From an optimization exercise on the open Yosys and OpenROAD flow, aimed at small area, a short achievable clock period and few clock cycles per item; shortcuts taken in it are not production practice.
Function was checked by simulation only, so behaviour that the tests miss may differ from the original.
Power figures rest on the tool's default switching activity, not on a simulated workload.

===== design/flow/run.sh =====
#!/bin/bash
# synth_recipe.tcl (not shown) runs the flow's synth.tcl, then flattens the netlist and writes it again
# the make line also repeats each setting of config.mk as NAME=value (left out here)
make -C /OpenROAD-flow-scripts/flow DESIGN_CONFIG=/design/flow/config.mk WORK_HOME=/design/flow/orfs CLKGATE_MAP_FILE= SYNTH_SCRIPT=/design/flow/synth_recipe.tcl finish

===== design/flow/config.mk =====
export PLATFORM = sky130hd
export DESIGN_NAME = raw_timing
export DESIGN_NICKNAME = raw_timing
export VERILOG_FILES = /design/flow/design.v
export SDC_FILE = /design/flow/constraint.sdc
export NUM_CORES = 4
export LEC_CHECK = 0
export ABC_AREA = 1
export CAP_MARGIN = 20
export CORE_MARGIN = 2
export CORE_UTILIZATION = 50
export SETUP_SLACK_MARGIN = 4.5
export SLEW_MARGIN = 20

===== design/flow/constraint.sdc =====
create_clock -name core_clock -period 9.0 [get_ports {clk}]
set_input_delay 1.8000 -clock core_clock [delete_from_list [all_inputs] [get_ports {clk}]]
set_output_delay 1.8000 -clock core_clock [all_outputs]
set_load 0.01 [all_outputs]

===== design/flow/design.v =====
module rt_divider (
    input  wire [16:0] r,
    input  wire [16:0] d,
    output wire [16:0] r2,
    output wire [1:0]  q
);
    wire [19:0] rr  = {3'b000, r};
    wire [19:0] d1  = {3'b000, d};
    wire [19:0] d2  = {2'b00, d, 1'b0};
    wire [19:0] nd1 = ~d1;
    wire [19:0] nd2 = ~d2;
    wire [19:0] cs  = rr ^ nd1 ^ nd2;
    wire [19:0] cc  = (rr & nd1) | (rr & nd2) | (nd1 & nd2);
    wire [19:0] s3  = cs + {cc[18:0], 1'b0} + 20'd2;
    wire [19:0] s2  = rr - d2;
    wire [19:0] s1  = rr - d1;
    wire        g3  = ~s3[19];
    wire        g2  = ~s2[19];
    wire        g1  = ~s1[19];
    assign q  = g3 ? 2'd3 : g2 ? 2'd2 : g1 ? 2'd1 : 2'd0;
    assign r2 = g3 ? s3[16:0] : g2 ? s2[16:0] : g1 ? s1[16:0] : r;
endmodule
module raw_timing (
    input  wire         clk,
    input  wire         rst,
    input  wire         start,
    input  wire [1:0]   op,
    input  wire [1:0]   fmt,
    input  wire [7:0]   acc,
    input  wire [127:0] dur,
    input  wire [15:0]  base_in,
    input  wire [15:0]  n_bits,
    input  wire [15:0]  n_ones,
    input  wire [15:0]  dl,
    output wire         ready,
    output reg          done,
    output reg  [2:0]   status,
    output wire [15:0]  base,
    output wire [15:0]  len,
    output reg  [127:0] ticks
);
    localparam OP_BASETIME = 2'd0;
    localparam OP_RENDER   = 2'd1;
    localparam OP_CONVERT  = 2'd2;
    localparam ST_OK          = 3'd0;
    localparam ST_BUF_SMALL   = 3'd2;
    localparam ST_TIMING_UNS  = 3'd4;
    localparam ST_ILLEGAL     = 3'd5;
    localparam S_IDLE = 3'd0;    
    localparam S_MIN  = 3'd1;    
    localparam S_HORN = 3'd2;    
    localparam S_GCD  = 3'd3;    
    localparam S_TSET = 3'd4;    
    localparam S_TICK = 3'd5;    
    localparam S_FIN1 = 3'd6;    
    localparam S_FIN2 = 3'd7;    
    reg [2:0] state;
    reg       ready_r;
    assign ready = ready_r;
    reg         conv;            
    reg  [12:0] nz_r;            
    reg  [12:0] ones_r;
    reg  [9:0]  dl_r;
    wire [15:0] d [0:7];
    genvar gi;
    generate
        for (gi = 0; gi < 8; gi = gi + 1) begin : g_unpack
            assign d[gi] = ticks[16*gi +: 16];
        end
    endgenerate
    reg  [15:0] A;               
    reg  [16:0] R;               
    reg  [16:0] D;               
    reg  [3:0]  cnt;             
    reg         mid;             
    reg  [16:0] fl;              
    reg         xnz_n;           
    reg  [2:0]  gk;              
    reg  [2:0]  ti;              
    reg  [2:0]  rd;              
    reg  [15:0] Q;               
    reg         xnz;             
    reg         unrep;
    reg  [12:0] P;               
    reg         pov;
    reg  [12:0] L;               
    reg         lov;
    reg  [1:0]  q2_r;            
    reg  [1:0]  pw_r;            
    reg         pv_r, plast_r, pfresh_r, padd, first;
    assign len  = {3'b000, L};
    assign base = A;             
    function [3:0] msb16(input [15:0] x);
        reg [7:0] y8;
        reg [3:0] y4;
        reg [1:0] y2;
        reg a3, a2, a1;
        begin
            a3 = |x[15:8];
            y8 = a3 ? x[15:8] : x[7:0];
            a2 = |y8[7:4];
            y4 = a2 ? y8[7:4] : y8[3:0];
            a1 = |y4[3:2];
            y2 = a1 ? y4[3:2] : y4[1:0];
            msb16 = {a3, a2, a1, y2[1]};
        end
    endfunction
    wire [16:0] r2;
    wire [1:0]  q2;
    rt_divider u_dig (.r(R), .d(D), .r2(r2), .q(q2));
    reg         tick_mode;       
    wire [15:0] pa = d[{rd[2:1], 1'b0}];
    wire [15:0] pb = d[{rd[2:1], 1'b1}];
    wire [15:0] xs = rd[0] ? pb : pa;
    wire [16:0] xn = fl;          
    wire [4:0]  mx  = xn[16] ? 5'd16 : {1'b0, msb16(xn[15:0])};
    wire [4:0]  mr  = {1'b0, msb16(R[15:0])};
    wire [5:0]  df  = {1'b0, tick_mode ? mx : mr} - {2'b00, msb16(A)};
    wire [3:0]  cnt_n = df[5] ? 4'd0 : df[4:1];
    wire [32:0] dsh = {17'd0, A} << {cnt_n, 1'b0};
    wire [16:0] d_al = dsh[16:0];
    wire [15:0] hb   = (state == S_GCD) ? R[15:0] : A;
    wire [16:0] xpf  = {1'b0, xs} + {2'b00, hb[15:1]};
    wire [15:0] mcur = D[16:1];
    wire ab = (pa != 16'd0) && (pb == 16'd0 || pa < pb);
    wire am = (pa != 16'd0) && (mcur == 16'd0 || pa < mcur);
    wire bm = (pb != 16'd0) && (mcur == 16'd0 || pb < mcur);
    wire [15:0] mnew = (ab && am) ? pa : (!ab && bm) ? pb : mcur;
    wire [6:0]  hc   = Q[6:0];
    wire [8:0]  hm   = (D[16:15] == 2'd3) ? Q[15:7] : (D[16:15] == 2'd2) ? {1'b0, hc, 1'b0} :
                       (D[16:15] == 2'd1) ? {2'b00, hc} : 9'd0;
    wire [9:0]  hv   = {1'b0, P[6:0], 2'b00} + {1'b0, hm};
    wire [10:0] hv1 = {1'b0, hv} - 11'd100, hv2 = {1'b0, hv} - 11'd200,
                hv3 = {1'b0, hv} - 11'd300, hv4 = {1'b0, hv} - 11'd400,
                hv5 = {1'b0, hv} - 11'd500, hv6 = {1'b0, hv} - 11'd600;
    wire        ge1 = ~hv1[10], ge2 = ~hv2[10], ge3 = ~hv3[10],
                ge4 = ~hv4[10], ge5 = ~hv5[10], ge6 = ~hv6[10];
    wire [2:0]  hk   = {ge4, (ge2 & ~ge4) | ge6, (ge1 & ~ge2) | (ge3 & ~ge4) | (ge5 & ~ge6)};
    wire [6:0]  hr   = ge6 ? hv6[6:0] : ge5 ? hv5[6:0] : ge4 ? hv4[6:0] : ge3 ? hv3[6:0] :
                       ge2 ? hv2[6:0] : ge1 ? hv1[6:0] : hv[6:0];
    wire [13:0] fl_inc = fl[13:0] + 14'd1;
    wire [16:0] fl4  = {1'b0, hk[2] ? fl_inc : fl[13:0], hk[1:0]};
    wire        hskip = (D[16:13] == 4'd0) && (P[6:0] == 7'd0) && (fl[15:0] == 16'd0);
    wire [12:0] w    = (pw_r == 2'd0) ? 13'd1 : (pw_r == 2'd1) ? nz_r : ones_r;
    wire [15:0] pvv  = (pfresh_r ? 16'd0 : {1'b0, P, 2'b00}) + (q2_r[1] ? {2'b00, w, 1'b0} : 16'd0)
                                        + (q2_r[0] ? {3'b000, w} : 16'd0);
    wire        pvo  = (pov && !pfresh_r) || (pvv[15:13] != 3'd0);
    wire [13:0] lsum = {1'b0, L} + {1'b0, P};
    wire [14:0] thr  = {2'b00, dl_r, 3'b000} - {2'b00, L};    
    wire in_uses_acc = (op == OP_BASETIME) || (op == OP_CONVERT);
    wire in_uses_buf = (op == OP_RENDER) || (op == OP_CONVERT);
    wire in_illegal  = (op == 2'd3)
                    || (in_uses_acc && acc > 8'd100)
                    || (in_uses_buf && (dl > 16'd512 || n_bits > 16'd4096));
    wire in_allzero  = (dur == 128'd0);
    wire in_01       = (dur[15:0] != 16'd0) && (dur[31:16] == 16'd0 || dur[15:0] < dur[31:16]);
    wire [15:0] in_min01 = in_01 ? dur[15:0] : dur[31:16];
    wire [15:0] tq = {Q[13:0], q2};
    integer j;
    always @(posedge clk) begin
        begin
            done <= 1'b0;
            if (pv_r) begin
                P   <= pvv[12:0];
                pov <= pvo;
            end
            if (padd) begin
                L   <= lsum[12:0];
                lov <= lov || pov || lsum[13];
            end
            pv_r <= 1'b0;
            padd <= pv_r && plast_r;
            case (state)
                S_IDLE: if (start) begin
                    ticks  <= dur;
                    conv   <= (op != OP_BASETIME);
                    Q      <= {9'd0, 7'd100 - acc[6:0]};
                    nz_r   <= n_bits[12:0];
                    ones_r <= n_ones[12:0];
                    dl_r   <= dl[9:0];
                    A      <= 16'd0;
                    R      <= {1'b0, base_in};
                    D      <= 17'd1;
                    fl     <= 17'd0;
                    P      <= 13'd0;
                    gk     <= (op == OP_RENDER) ? 3'd6 : 3'd0;
                    tick_mode <= 1'b0;
                    mid    <= 1'b0;
                    rd     <= (op == OP_RENDER) ? 3'd4 : 3'd0;
                    pv_r   <= 1'b0;
                    padd   <= 1'b0;
                    if (in_illegal) begin
                        status <= ST_ILLEGAL;
                        done   <= 1'b1;
                    end else if (fmt[1]) begin
                        status <= ST_TIMING_UNS;
                        done   <= 1'b1;
                    end else if (op == OP_RENDER) begin
                        if (base_in == 16'd0) begin
                            status <= ST_TIMING_UNS;
                            done   <= 1'b1;
                        end else begin
                            state   <= S_GCD;
                            ready_r <= 1'b0;
                        end
                    end else if (in_allzero) begin
                        status <= ST_TIMING_UNS;
                        done   <= 1'b1;
                    end else begin
                        state   <= S_MIN;
                        ready_r <= 1'b0;
                    end
                end
                S_MIN: begin
                    D  <= {mnew, 1'b1};
                    gk <= gk + 3'd1;
                    Q[15:7] <= {2'b00, Q[6:0]} + {1'b0, Q[6:0], 1'b0};
                    rd <= {gk[1:0] + 2'd1, 1'b0};
                    if (gk[1:0] == 2'd3) begin
                        gk    <= 3'd0;
                        rd    <= 3'd0;
                        state <= S_HORN;
                    end
                end
                S_HORN: begin
                    if (D == 17'h10000) begin
                        A <= pa; D <= {1'b0, pa}; R <= {1'b0, pb};
                        rd <= 3'd2;
                        state <= S_GCD;
                    end else if (hskip) begin
                        D <= {D[12:0], 4'd0};
                    end else begin
                        P[6:0] <= hr;
                        fl     <= fl4;
                        D      <= {D[14:0], 2'b00};
                        if (D[14:0] == 15'h4000) begin
                            A <= pa; D <= {1'b0, pa}; R <= {1'b0, pb};
                            rd <= 3'd2;
                            state <= S_GCD;
                        end
                    end
                end
                S_GCD: begin
                    if (mid) begin
                        R   <= r2;
                        D   <= {2'b00, D[16:2]};
                        cnt <= cnt - 4'd1;
                        if (cnt == 4'd0) begin
                            A   <= r2[15:0];
                            D   <= r2;
                            R   <= {1'b0, A};
                            mid <= 1'b0;
                        end
                    end else if (A <= fl[15:0]) begin
                        gk <= gk + 3'd1;
                        case (gk)
                            3'd0: begin
                                Q <= R[15:0];
                                rd <= 3'd4;
                                A <= pa; D <= {1'b0, pa}; R <= {1'b0, pb};
                            end
                            3'd1: begin
                                A <= Q; D <= {1'b0, Q};
                            end
                            3'd2: begin
                                Q <= R[15:0];
                                rd <= 3'd6;
                                A <= pa; D <= {1'b0, pa}; R <= {1'b0, pb};
                            end
                            3'd3: begin
                                rd <= 3'd4;
                                L <= R[12:0]; P <= {R[15:13], 10'd0};
                                A <= pa; D <= {1'b0, pa}; R <= {1'b0, pb};
                            end
                            3'd4: begin
                                A <= {P[12:10], L}; D <= {1'b0, P[12:10], L};
                            end
                            3'd5: begin
                                A <= Q; D <= {1'b0, Q};
                            end
                            default: begin
                                A    <= R[15:0];
                                fl    <= xpf;          
                                xnz_n <= (xs != 16'd0);
                                rd    <= 3'd5;
                                if (R[15:0] == 16'd0) begin
                                    status  <= ST_TIMING_UNS;
                                    done    <= 1'b1;
                                    ready_r <= 1'b1;
                                    state   <= S_IDLE;
                                end else if (!conv) begin
                                    status  <= ST_OK;
                                    done    <= 1'b1;
                                    ready_r <= 1'b1;
                                    state   <= S_IDLE;
                                end else begin
                                    state     <= S_TSET;
                                    tick_mode <= 1'b1;
                                end
                            end
                        endcase
                    end else if (R < {1'b0, A, 2'b00}) begin
                        A <= r2[15:0];
                        D <= r2;
                        R <= {1'b0, A};
                    end else begin
                        D   <= d_al;
                        cnt <= cnt_n;
                        mid <= 1'b1;
                    end
                end
                S_TSET: begin
                    R     <= xn;
                    D     <= d_al;
                    cnt   <= cnt_n;
                    Q     <= 16'd0;
                    xnz   <= xnz_n;
                    fl    <= xpf;
                    xnz_n <= (xs != 16'd0);
                    rd    <= rd + 3'd1;
                    first <= 1'b1;
                    ti    <= 3'd4;
                    unrep <= 1'b0;
                    P     <= 13'd0;
                    pov   <= 1'b0;
                    L     <= 13'd0;
                    lov   <= 1'b0;
                    nz_r  <= nz_r - ones_r;
                    state <= S_TICK;
                end
                S_TICK: begin
                    R        <= r2;
                    D        <= {2'b00, D[16:2]};
                    Q        <= tq;
                    cnt      <= cnt - 4'd1;
                    q2_r     <= q2;
                    pw_r     <= ti[2] ? (ti[1] ? 2'd2 : 2'd1) : 2'd0;
                    pv_r     <= 1'b1;
                    plast_r  <= (cnt == 4'd0);
                    pfresh_r <= first;
                    first    <= (cnt == 4'd0);
                    if (cnt == 4'd0) begin
                        for (j = 0; j < 8; j = j + 1)
                            if (ti == j) ticks[16*j +: 16] <= tq;
                        if (xnz && tq == 16'd0) unrep <= 1'b1;
                        if (ti == 3'd3) begin
                            state     <= S_FIN1;
                            tick_mode <= 1'b0;
                        end else begin
                            ti  <= ti + 3'd1;
                            R     <= xn;
                            D     <= d_al;
                            cnt   <= cnt_n;
                            Q     <= 16'd0;
                            xnz   <= xnz_n;
                            fl    <= xpf;
                            xnz_n <= (xs != 16'd0);
                            rd  <= rd + 3'd1;
                        end
                    end
                end
                S_FIN1: state <= S_FIN2;
                S_FIN2: begin
                    if (unrep)
                        status <= ST_TIMING_UNS;
                    else if (lov || pov || thr[14] || {1'b0, P} > thr[13:0])
                        status <= ST_BUF_SMALL;
                    else
                        status <= ST_OK;
                    done    <= 1'b1;
                    ready_r <= 1'b1;
                    state   <= S_IDLE;
                end
                default: state <= S_IDLE;
            endcase
        end
        if (rst) begin
            state   <= S_IDLE;
            ready_r <= 1'b1;
            done    <= 1'b0;
            status  <= ST_OK;
        end
    end
endmodule

==> metrics.md, run 1 <==
| Metric | Value |
|---|---|
| H-tree levels | 2 |
| Clk slew on worst S/H paths | 70 ps |
| RSZ-0062 raised after global routing | yes |
| Top cells by count, synth | nand2_1 (931), inv_1 (420), a21oi_1 (303) |
| GPL Wtd Cong | 1.098 |
| Met2 usage | 0.6629 |
| Largest net degree at the start of global routing | 83 |
| IO Pins | 372 |
| Total Routed Length | ~130000 um |
| Synth Flop Type | edfxtp_1 |
| Setup-failing EPs final | 0 |
| Slew margin rel. | 0.2563 |
| Die Y | 243.9 um |
| Gate Count Post-Synth | 3851 |
| Drt drc | 0 |
| Worst setup SP type | flip-flop |
| All-Layer GR Usage | 0.4354 |
| Clock Latency Late Sink | 600 ps |
| Post-layout util | 0.6319 |
| Mean Syn Cell Area | approximately 7.5 um^2 |
| Max_cap viols | 0 |
| DP Area | 33160 um^2 |
| Vias per cell | approximately 6.3 |
| Via count | 31690 |
| Count leader, synth | nand2_1 |
| # fillers | 5210 |
| Yosys warns | 1 |
| Yosys top cell by area | edfxtp_1 |
| Cell Rows | 87 |
| Core ar. | 56600 um^2 |
| Register area share after synthesis | 0.3112 |
| Min-delay worst type | reg -> reg |
| Fraction of registers with async set/reset | 0 |
| Power Density | 378.9 nW/um^2 |
| Setup crit end kind | flip-flop |
| VDD IR-drop max | 0.0003431 V |
| Slew Viols, Final | 0 |
| Multi-input logic area | 17970 um^2 |
| Worst Path Arrival | approximately 4900 ps |
| Met1 Track Usage GR | 0.5559 |
| Worst slew pin tran | about 1100 ps |
| First-pass GRT wire length | 191800 um |
| Leak pwr | 15.95 nW |
| Status | finished clean |
| Final Hold Vio Count | 0 |
| Synth unique cells | 70 |
| Final Cycle Share | 0.4920 |
| Final antenna-violating net count | 0 |
| Fin nets | ~4800 |
| Max Fclk | 225.8 MHz |
| Met3 usage | 0.1389 |
| Wire length per cell | 26.49 um |
| Yosys reg bits | approximately 310 |
| Initial core utilization | 0.5085 |
| Yosys top cell area share | 0.2848 |
| Overflow left after global routing | 0 |
| Place WS | 3529 ps |
| Global routing's busiest layer | met2 |
| Area contributors post-synth | edfxtp_1 (28%), nand2_1 (12%), ha_1 (12%), inv_1 (5.5%), a21oi_1 (5.3%) |
| Fin worst setup slack | 4572 ps |
| Initial DRC Count | 4224 |
| Register area | 8960 um^2 |
| Clock root buffer | clkbuf_16 |
| Setup TNS | 0 ps |
| Final hold slack | 427.8 ps |
| Num Clock Sinks | 311 |
| Clock tree buffer depth | 3 |
| Drt first pass iters | 7 |
| Die ar. | 59500 um^2 |
| Number of port buffers | 364 |
| DP Wirelength | 101800 um |
| Required time at the worst-slack endpoint | around 9400 ps |
| Die width | ~240 um |
| Layout cells sized above 1 | 0.09632 |
| Antenna violations before repair | 4 |
| WS Path Type | reg -> reg |
| Number of global-route vias before repair | 29260 |
| Cell area after synthesis | 28780 um^2 |
| TritonCTS clock tree | yes |
| CTS Buf Count | 39 |
| Fin crit period | 4428 ps |
| CP Max Fanout | 18 |
| P&R area growth vs syn | 24.27% |
| Number of synthesized flops with an enable pin | about 270 |
| Fin Clk Skew | 35.45 ps |
| Post-route cell area | between 30000 and 40000 um^2 |
==> path summary, 6_finish.rpt <==
path | depth (start not counted) | start | endpoint | slack [ps]
min | 0 | xnz_n | xnz | 430
min reg2reg | 0 | xnz_n | xnz | 430
max | 22 | A[9] | D[8] | 4570
max reg2reg | 22 | A[9] | D[8] | 4570
==> power by group <==
group / total, mW / switching (mW) / internal (mW)
combinational: 9.59 / 6.43 / 3.16
clock: 1.71 / 0.703 / 1.00
sequential: 2.26 / 0.344 / 1.91
==> layer usage <==
metal  share of wire  wire, um
met5         0.00012        16
met4           0.065      8683
met3            0.13     17880
met2            0.42     56840
met1            0.38     50550
==> through the flow <==
step           power [mW]  cells
6_report            13.55   5058
5_1_grt             14.18   5057
4_1_cts             12.48   5004
3_5_place_dp        10.46   4895
3_3_place_gp        10.44   4895
2_1_floorplan       7.622   3853
==> layout make-up <==
class | count | area share
diodes | 4 | 0.0002798
clock buffers | 48 | 0.02910
clock inverters | 24 | 0.008710
inverters | 463 | 0.05208
multi-input cells | 2959 | 0.5024
flip-flops and latches | 311 | 0.2505
well taps | 756 | 0.02644
repair buffers | 492 | 0.1303
repair inverters | 1 | 0.0001399
==> timing repair <==
action | 4_1_cts | 5_1_grt
hold buffers | 0 | 0
pin swaps | 2 | 17
endpoints found under the setup margin | 113 | 114
resized for setup | 70 | 88
setup buffers | 36 | 47
cloned | 1 | 2
==> cells in the final DEF, fill, tap and decap left out, types with 19 or more instances in the layout <==
cell type | netlist | layout
clkdlybuf4s50_1 | 0 | 364
o211ai_1 | 54 | 54
o22ai_1 | 52 | 52
ha_1 | 275 | 267
inv_2 | 33 | 38
xnor2_1 | 30 | 29
nand3_1 | 209 | 205
clkbuf_16 | 0 | 40
o21ai_0 | 261 | 243
nor3_1 | 42 | 37
nand4_1 | 56 | 56
inv_1 | 420 | 388
clkinvlp_4 | 0 | 21
dfxtp_1 | 38 | 37
xor2_1 | 51 | 50
nand2_1 | 931 | 915
a21oi_1 | 303 | 298
o21ai_1 | 21 | 25
nor2_1 | 289 | 279
edfxtp_1 | 273 | 273
fa_1 | 37 | 37
buf_4 | 10 | 119
a22o_1 | 31 | 31
nand2_2 | 9 | 22
o221ai_1 | 20 | 19
nor4_1 | 56 | 55
a221oi_1 | 30 | 28
==> critical path, stage by stage, from the launching register on <==
cell      delay [ps]
edfxtp_1         640
inv_2            230
nand4_1          160
nor2_4           250
nand2_1           70
nand2_1           90
nor2_1            60
nand3_1          120
inv_1             70
ha_1             390
a21oi_4          270
nor2_1           100
nor3_4           310
nand2_4          240
nand2_8          210
inv_4            120
nor2_2           200
nor2_1            60
nor2_1           150
nand3_2          230
nand2_1          140
nor2_1            40
nand2_1           60
==> flip-flops by register name, summed over array words and instances, names as in the netlist, 16 cells and up <==
| register | cells |
|---|---|
| Q | 16 |
| ticks | 128 |
| R | 17 |
| fl | 17 |
| A | 16 |
| D | 17 |
==> kinds of logic (layout without fill, tap and decap cells) <==
kind of cell	Yosys count	count (layout)	synth area share
flip-flops	311	311	0.3112
AND/OR/NAND/NOR	1667	1668	0.2519
AO/OA/AOI/OAI	893	893	0.1855
other	1	7	0.0001303
multiplexers	2	2	0.0006955
XOR/XNOR	81	81	0.02465
buffers and inverters	584	1028	0.08059
adder cells (fa/ha/maj)	312	312	0.1453
Testbench counts, summed over its fixed seeds: cycles 148,597, ops 2,400.
==> inputs of run 2 (changes only) <==
--- a/design/flow/config.mk
+++ b/design/flow/config.mk
@@ -9,5 +9,5 @@
 export CAP_MARGIN = 20
 export CORE_MARGIN = 2
 export CORE_UTILIZATION = 50
-export SETUP_SLACK_MARGIN = 4.5
+export SETUP_SLACK_MARGIN = 4.75
 export SLEW_MARGIN = 20
==> metrics.md, run 2 <==
| Metric | Value |
|---|---|
| Status | finished clean |
| Yosys top cell area share | 0.2848 |
| Synth unique cells | 70 |
| Layout cells sized above 1 | 0.1326 |
| Core ar. | ~57000 um^2 |
| Clk slew on worst S/H paths | 70 ps |
| WS Path Type | reg -> reg |
| Final antenna-violating net count | 0 |
| Max Fclk | 238.4 MHz |
| TritonCTS clock tree | yes |
| Fraction of registers with async set/reset | 0 |
| Max_cap viols | 0 |
| Mean Syn Cell Area | ~7.5 um^2 |
| Place WS | 3529 ps |
| Clock root buffer | clkbuf_16 |
| Drt first pass iters | 8 |
| Worst R2R Start | D[3] |
| Crit path depth | 22 |
| IO Pins | ~370 |
| DP Wirelength | 101800 um |
| Setup TNS | 0 ps |
| Wire length per cell | roughly 27 um |
| Met2 usage | 0.6679 |
| Number of global-route vias before repair | just under 30000 |
| Power Density | 391.2 nW/um^2 |
| First-pass GRT wire length | 193800 um |
| Gate Count Post-Synth | a little under 4000 |
| Worst setup SP type | flip-flop |
| Slew Viols, Final | 0 |
| Global routing's busiest layer | met2 |
| Fin nets | ~4900 |
| H-tree levels | 2 |
| Fin worst setup slack | ~4800 ps |
| Register area share after synthesis | 0.3112 |
| Min-delay worst type | reg -> reg |
| All-Layer GR Usage | 0.4405 |
| Largest net degree at the start of global routing | 83 |
| Via count | 32240 |
| Clock Latency Late Sink | 600 ps |
| Delay-heaviest family, CP | adder cells |
| Leak pwr | 16.51 nW |
| Area contributors post-synth | edfxtp_1 (28%), nand2_1 (12%), ha_1 (12%), inv_1 (5.5%), a21oi_1 (5.3%) |
| Slew margin rel. | 0.2609 |
| Fin crit period | ~4200 ps |
| Total Power | around 15 mW |
| WP buf/inv | 4 |
| Worst reg2reg path depth | 22 |
| Vias per cell | between 6 and 7 |
| CP max stage cell | fa_1 |
| Yosys reg bits | around 310 |
| Most common cell after layout, fill and taps aside | nand2_1 |
| DP Area | 33160 um^2 |
| Largest register FFs | about 130 |
| Cell Rows | 87 |
| Number of port buffers | 364 |
| Crit path to | A[10] |
| Synth Flop Type | edfxtp_1 |
| Die Y | around 240 um |
| Met1 Track Usage GR | 0.5561 |
| Total Routed Length | approximately 140000 um |
| Worst slew pin tran | around 1100 ps |
| CP cell instances | clkinvlp_4 > fa_1 > ha_4 > ha_4 > nand2_2 > nand2_2 > nand3_2 > nand2_1 > nand2_1 > o2111ai_2 > nand2_1 > nand2_2 > nand2_2 > a21oi_2 > or2_4 > a21boi_4 > buf_6 > clkinvlp_4 > buf_12 > nand2_4 > nand2_1 > o21ai_0 |
| Top cells by count, synth | nand2_1 (931), inv_1 (420), a21oi_1 (303) |
| Initial DRC Count | 4389 |
| Post-route cell area | 37100 um^2 |
| Cell area after synthesis | 28780 um^2 |
| VDD IR-drop max | 0.0004025 V |
| Biggest register | ticks |
| Clock tree buffer depth | 3 |
| Worst stage delay on the critical path | between 600 and 700 ps |
| Drt drc | 0 |
| Count leader, synth | nand2_1 |
| Overflow left after global routing | 0 |
| Met3 usage | 0.1478 |
| RSZ-0062 raised after global routing | yes |
| Number of synthesized flops with an enable pin | about 270 |
| CP startpoint | D[3] |
| CTS Buf Count | 39 |
| Most frequent cells in the layout | nand2_1 (899), inv_1 (380), clkdlybuf4s50_1 (364) |
| Setup crit end kind | flip-flop |
| CP Max Fanout | 8 |
| Yosys warns | 1 |
| Yosys top cell by area | edfxtp_1 |
| Num Clock Sinks | a little over 300 |
| Setup-failing EPs final | 0 |
| Final Hold Vio Count | 0 |
| Initial core utilization | 0.5085 |
| Die width | 243.9 um |
| Final Cycle Share | 0.4662 |
| GPL Wtd Cong | 1.098 |
| Worst Path Arrival | 4510 ps |
| Die ar. | between 50000 and 60000 um^2 |
| Internal reg-to-reg setup slack | 4800 ps |
| End of the worst register-to-register path | A[10] |
| P&R area growth vs syn | 28.91% |
| Antenna violations before repair | 2 |
| Fin Clk Skew | 39.00 ps |
| Required time at the worst-slack endpoint | 9320 ps |
[run 2: metal layers]
layer | wire length [um] | vias to the layer above | part of all wire
met4 | 9618 | 0 | 0.070
li1 | - | 14470 | -
met1 | 50410 | 14910 | 0.37
met3 | 19480 | 551 | 0.14
met5 | 0 | - | 0
met2 | 58140 | 2309 | 0.42
[run 2: repair_timing]
item / 4_1_cts / 5_1_grt
hold endpoints to repair: 0 / 0
endpoints found under the setup margin: 125 / 144
gates cloned: 2 / 7
gates resized for setup: 120 / 159
hold buffers: 0 / 0
buffers inserted: 67 / 118
pin swaps: 10 / 50
[run 2: worst register-to-register path, cell delays in order, from the launching register on]
cell	delay, ps
edfxtp_1	390
clkinvlp_4	230
fa_1	640
ha_4	220
ha_4	230
nand2_2	60
nand2_2	50
nand3_2	60
nand2_1	50
nand2_1	70
o2111ai_2	110
nand2_1	110
nand2_2	60
nand2_2	80
a21oi_2	50
or2_4	240
a21boi_4	140
buf_6	180
clkinvlp_4	150
buf_12	170
nand2_4	130
nand2_1	110
o21ai_0	390
[run 2: final cells by class]
cell class / count / area (um^2)
Clock buffer: 48 / 1041
Fill cell: 5099 / 19500
Sequential cell: 311 / 8960
Clock inverter: 24 / 311.5
Multi-Input combinational cell: 2960 / 18420
Timing Repair inverter: 5 / 36.28
Tap cell: 756 / 945.9
Timing Repair Buffer: 594 / 5482
Inverter: 463 / 1902
Antenna cell: 2 / 5.005
[run 2: logic make-up (layout without fill, tap and decap cells)]
family / count (synthesis) / after routing / synth area share
and+or+nand+nor: 1667 / 1669 / 0.2519
AOI/OAI and AO/OA: 893 / 893 / 0.1855
buffers and inverters: 584 / 1134 / 0.08059
adders and majority gates: 312 / 312 / 0.1453
DFF: 311 / 311 / 0.3112
xor gates and xnor gates: 81 / 81 / 0.02465
muxes: 2 / 2 / 0.0006955
other: 1 / 5 / 0.0001303
[run 2: how the worst min path moves through the flow]
stage	slack [ps]	cells after the start	end	from
floorplan	400	0	pfresh_r	first
global placement	400	0	xnz	xnz_n
detailed placement	410	0	xnz	xnz_n
CTS	420	0	xnz	xnz_n
global route	440	0	pfresh_r	first
finish	430	0	xnz	xnz_n
[run 2: stage by stage]
stage	hold WS, ps	cells	util
final	425.9	5163	0.6555
after global placement	401.7	4895	0.5857
after global routing	436.3	5163	0.6555
after floorplan	400.3	3853	-
after CTS	420.6	5036	0.6259
after detailed placement	406.2	4895	0.5857
[run 2: power breakdown]
| group | internal [mW] | switching (mW) | leakage (nW) |
|---|---|---|---|
| clock | 1.00 | 0.705 | 0.655 |
| sequential | 1.91 | 0.318 | 2.98 |
| combinational | 3.69 | 6.88 | 12.9 |
| total | 6.61 | 7.91 | 16.5 |

separate check: timing with driven ports:
In the flow no input, the clock included, has a driving cell. The finished layouts below were timed again as built, in two steps. Step 1: set_driving_cell puts a clkbuf_16 on clk and a buf_2 on each other input, an assumption about the parent block. Step 2 also shifts input and output timing later by t, the mid clock arrival at the registers, as if the neighbouring blocks saw the same clock. Slacks: ideal / step 1 / step 2; pairs: ideal / step 1.
run	t (ns)	setup WS [ns]	hold slack, ns	worst setup path after step 2
run 1	0.641	4.572 / 4.572 / 4.178	0.428 / 0.428 / 0.428	input to register
run 2	0.647	4.804 / 4.804 / 4.342	0.426 / 0.426 / 0.426	input to register
After both steps setup and hold are still met in every run listed. For run 2, which loses most, drivers alone change the setup slack by 0.000 ns; drivers and shift together by -0.462 ns.
